Context: an optimization exercise on an open-source flow, tuned for small area, a short achievable clock period and few clock cycles. The choices shown serve that exercise and are no tape-out recipe. In this exercise RTL edits were held to simulation tests only and were not proved equivalent to the original.

Design gcx_enc, start of the top module:
module gcx_enc (
    input  wire        clk,
    input  wire        rst,         
    input  wire        in_valid,
    output wire        in_ready,
    input  wire [15:0] in_data,
    input  wire        in_key,
    input  wire        in_last,
    output wire        out_valid,
    input  wire        out_ready,
    output wire [31:0] out_data,
    output wire        out_last,
    output wire        done,
    output wire [31:0] hash,
    output wire [31:0] lcg
);
Size in the first run: ~2,300 cells after synthesis.
==> flow/config.mk <==
export PLATFORM = sky130hd
export DESIGN_NAME = gcx_enc
export DESIGN_NICKNAME = gcx_enc
export VERILOG_FILES = /design/flow/design.v
export SDC_FILE = /design/flow/constraint.sdc
export NUM_CORES = 4
export LEC_CHECK = 0
export ABC_AREA = 1
export CAP_MARGIN = 50
export CORE_MARGIN = 2
export CORE_UTILIZATION = 40
export PLACE_DENSITY_LB_ADDON = 0.2
export SLEW_MARGIN = 60
==> flow/constraint.sdc <==
create_clock -name core_clock -period 36.0 [get_ports {clk}]
set_input_delay 7.2000 -clock core_clock [delete_from_list [all_inputs] [get_ports {clk}]]
set_output_delay 7.2000 -clock core_clock [all_outputs]
set_load 0.01 [all_outputs]
run.sh (not shown) runs the stock make flow with config.mk's settings and CLKGATE_MAP_FILE= SYNTH_SCRIPT=/design/flow/synth_recipe.tcl, a recipe that flattens the netlist after the stock synthesis.
Testbench counts at the start, summed over its fixed seeds: cycles 13,046.
Edit:
CORE_UTILIZATION = 50   (was 40)
PLACE_DENSITY = 0.65   (was not set)
PLACE_DENSITY_LB_ADDON = not set   (was 0.2)
Count of clock-buffer cells in the layout came out lower by 3.
Via count climbs by 0.63%.
Cell count shrinks by 4.4%.
Worst setup slack gains 0.079 ns.
Core utilization goes up by 11 points.
Final area drops by 0.83%.
Register-to-register slack is worse by 0.08 ns.
Edit:
CAP_MARGIN = 60   (was 50)
CORE_UTILIZATION = 40   (was 50)
PLACE_DENSITY = not set   (was 0.65)
SLEW_MARGIN = 50   (was 60)
=> Register-to-register slack got worse by 0.03 ns; synthesized area is unchanged; wire length increases by about 1.3%; setup slack is worse by 0.12 ns; synthesized cell count is unchanged; clock-buffer cell count rose by 1; critical path depth rises by 3; non-clock buffer count came out higher by 14.
Edit:
CAP_MARGIN = 50   (was 60)
SLEW_MARGIN = 60   (was 50)
The changed run passed the timing, design-rule and antenna checks.
Final area is about the same.
Critical path depth drops by 3.

## red
gcx_enc, a different RTL version from the one above (not shown whole).
For scale: roughly 2100 cells after synthesis, ~120 flip-flops, about 19000 um^2 of cells after synthesis.
clock: 36.0 ns
lec_check: 0
cap_margin: 50
core_margin: 2
core_utilization: 40
slew_margin: 45
red finished every step from synthesis to the final layout, and the layout passed the timing, design-rule and antenna checks.
Testbench counts of red, summed over its fixed seeds: cycles 13,294.
The inputs of blue differ from those of red as listed below.
- CORE_UTILIZATION: 40 -> 60
- SLEW_MARGIN: 45 -> 60
Findings:
blue ended with every stage complete and zero timing, DRC or antenna violations.
Diff red -> blue: via count normalized by instance count moved up, clock insertion delay at the later pin of the skew report ~0 delta, relative area change from synthesis to final layout lost 1.1 points, initial antenna violation count has increased, reg-to-reg setup timing slack ~0 delta.
In the tables for red and blue, minimum clock period reads higher with blue.
Routed wire length, blue vs red: down by a few percent
The lower initial core utilization came out of red.
The clock skew was comparable across red and blue.
red ended up with more cell instances than blue did.
### blue -> green
- a change of SLEW_MARGIN from 60 to 20
- a change of CORE_UTILIZATION from 60 to 40
- a change of CAP_MARGIN from 50 to 20
Findings:
- green reached the final stage; the timing, design-rule and antenna checks on its layout passed.
- Both conditions hold for blue: the flow ran to the end and the final layout passed the timing, design-rule and antenna checks.
- green against blue: number of multi-input logic gates roughly the same.
- From blue to green the numbers moved as follows: final max-slew violation count saw little to no change, worst path buffer plus inverter count climbed 1, worst-case headroom to the max-slew limit went down 34 points.
For orange, these inputs were changed with respect to green:
- SLEW_MARGIN now 85, was 20
- CAP_MARGIN now 50, was 20
==> comparison <==
Status: sequential cell area in the final layout parity (orange, green). Final instance area went up by more than 10% going from green to orange.

Setup of lane 1:
gcx_enc, a different RTL version from the one above (not shown whole).
Size in the first run: roughly 2300 cells after synthesis, about 120 flip-flops, roughly 120 I/O pins.
Settings: LEC_CHECK=0, ABC_AREA=1, CAP_MARGIN=35, CORE_MARGIN=2, CORE_UTILIZATION=40, SLEW_MARGIN=45; clock period 36.0 ns.
Lane 1 reached the final stage; the timing, design-rule and antenna checks on its layout passed.
Testbench counts of lane 1, summed over its fixed seeds: cycles 13,046.
### lane 1 -> lane 2
Settings: SLEW_MARGIN now 60, was 45; CAP_MARGIN now 50, was 35; ABC_AREA no longer set, was 1.
Notes after the runs:
Having completed the whole flow, lane 2 delivered a layout that passed the timing, design-rule and antenna checks.
In lane 2 relative to lane 1, met2 layer wire length in the routed design had gone up slightly.
Lane 2 gives more wire length on met3 than lane 1 did.
Area after synthesis, lane 1 and lane 2: larger value in lane 2
Looking at mux cell area share after synthesis, lane 2 sits above lane 1.
NOTE: maximum number of pins on one net before global-route repair in lane 2 exceeds that of lane 1
Summary — global-route track usage on met1, lane 2 relative to lane 1: higher, by 1.5 points.
Against lane 1, lane 2 comes in 2.4% higher on first-pass GRT wire length.
odat[8] as the worst setup path endpoint was reported by lane 2, and rdy by lane 1.
Relative to lane 1, standard cell core area has increased by about 2.4% in lane 2.
In the reports for lane 1 and lane 2, the larger number of fill cells belongs to lane 2.
> inputs changed (lane 2 -> lane 3)
Settings: putting ABC_AREA at 1 where nothing was set.
[summary]
Comparing layout inverter count without the clock tree for lane 3 and lane 2, the smaller number came from lane 2.
Looking at area after synthesis, lane 3 sits below lane 2.
Note that the post-route non-filler standard cell count recorded for lane 3 amounts to 1.08 times the value seen in lane 2.
Lane 3: count of clock-buffer cells in the layout lower than lane 2
Changes in lane 4 relative to lane 3:
Settings: a change of CAP_MARGIN from 50 to 75; a deleted ABC_AREA that had been 1; a change of SLEW_MARGIN from 60 to 70.
Notes after the runs:
Per the comparison of lane 4 with lane 3, sum of met3 wire segment lengths after detailed routing shows an increase of about 37%, worst setup slack shows a reduction of 0.11 ns, largest net degree at the start of global routing shows an increase of 4. Re time the worst path needs with I/O delays and setup: lane 4 is 0.11 ns up on lane 3. Core utilization: lane 4 higher than lane 3. [compare] base=lane 3 new=lane 4: cell area after layout increased by about 6% relative to the old numbers; count of cell instances traversed by the critical path now smaller; via count climbed 68.

afterwards: timing with drivers on the ports:
Ports are ideal in the flow. The routed layouts listed here were re-timed in OpenROAD. Step 1 assumes that a clkbuf_16 drives the clock port and a buf_2 every other input. Step 2 adds t to the input delays and takes it off the output delays; t is the mean of the earliest and latest rising clock arrival at the registers after step 1. Input paths then give back, and output paths get back, about the clock's delay inside the block. a / b / c = no drivers / after step 1 / after step 2; a / b = the first two.
run | t (ns) | slack for setup (ns) | latest minus earliest clock arrival (ns)
the first run of note 1 | 0.416 | 26.532 / 26.482 / 26.267 | 0.014 / 0.014
the second run of note 1 | 0.420 | 26.611 / 26.561 / 26.249 | 0.012 / 0.012
the third run of note 1 | 0.416 | 26.486 / 26.515 / 26.099 | 0.012 / 0.012
the fourth run of note 1 | 0.414 | 26.616 / 26.568 / 26.328 | 0.011 / 0.011
red | 0.482 | 26.701 / 26.686 / 26.249 | 0.011 / 0.011
blue | 0.477 | 26.625 / 26.656 / 26.179 | 0.009 / 0.010
green | 0.484 | 26.127 / 26.156 / 25.672 | 0.011 / 0.012
orange | 0.474 | 24.698 / 24.698 / 24.698 | 0.013 / 0.013
lane 1 | 0.491 | 26.744 / 26.772 / 26.281 | 0.009 / 0.008
lane 2 | 0.487 | 26.689 / 26.666 / 26.224 | 0.013 / 0.013
lane 3 | 0.483 | 26.841 / 26.868 / 26.385 | 0.008 / 0.008
lane 4 | 0.483 | 26.733 / 26.691 / 26.275 | 0.011 / 0.010
After both steps every run listed still meets setup and hold. For lane 2, which loses most, drivers alone change the setup slack by -0.023 ns; drivers and shift together by -0.465 ns.
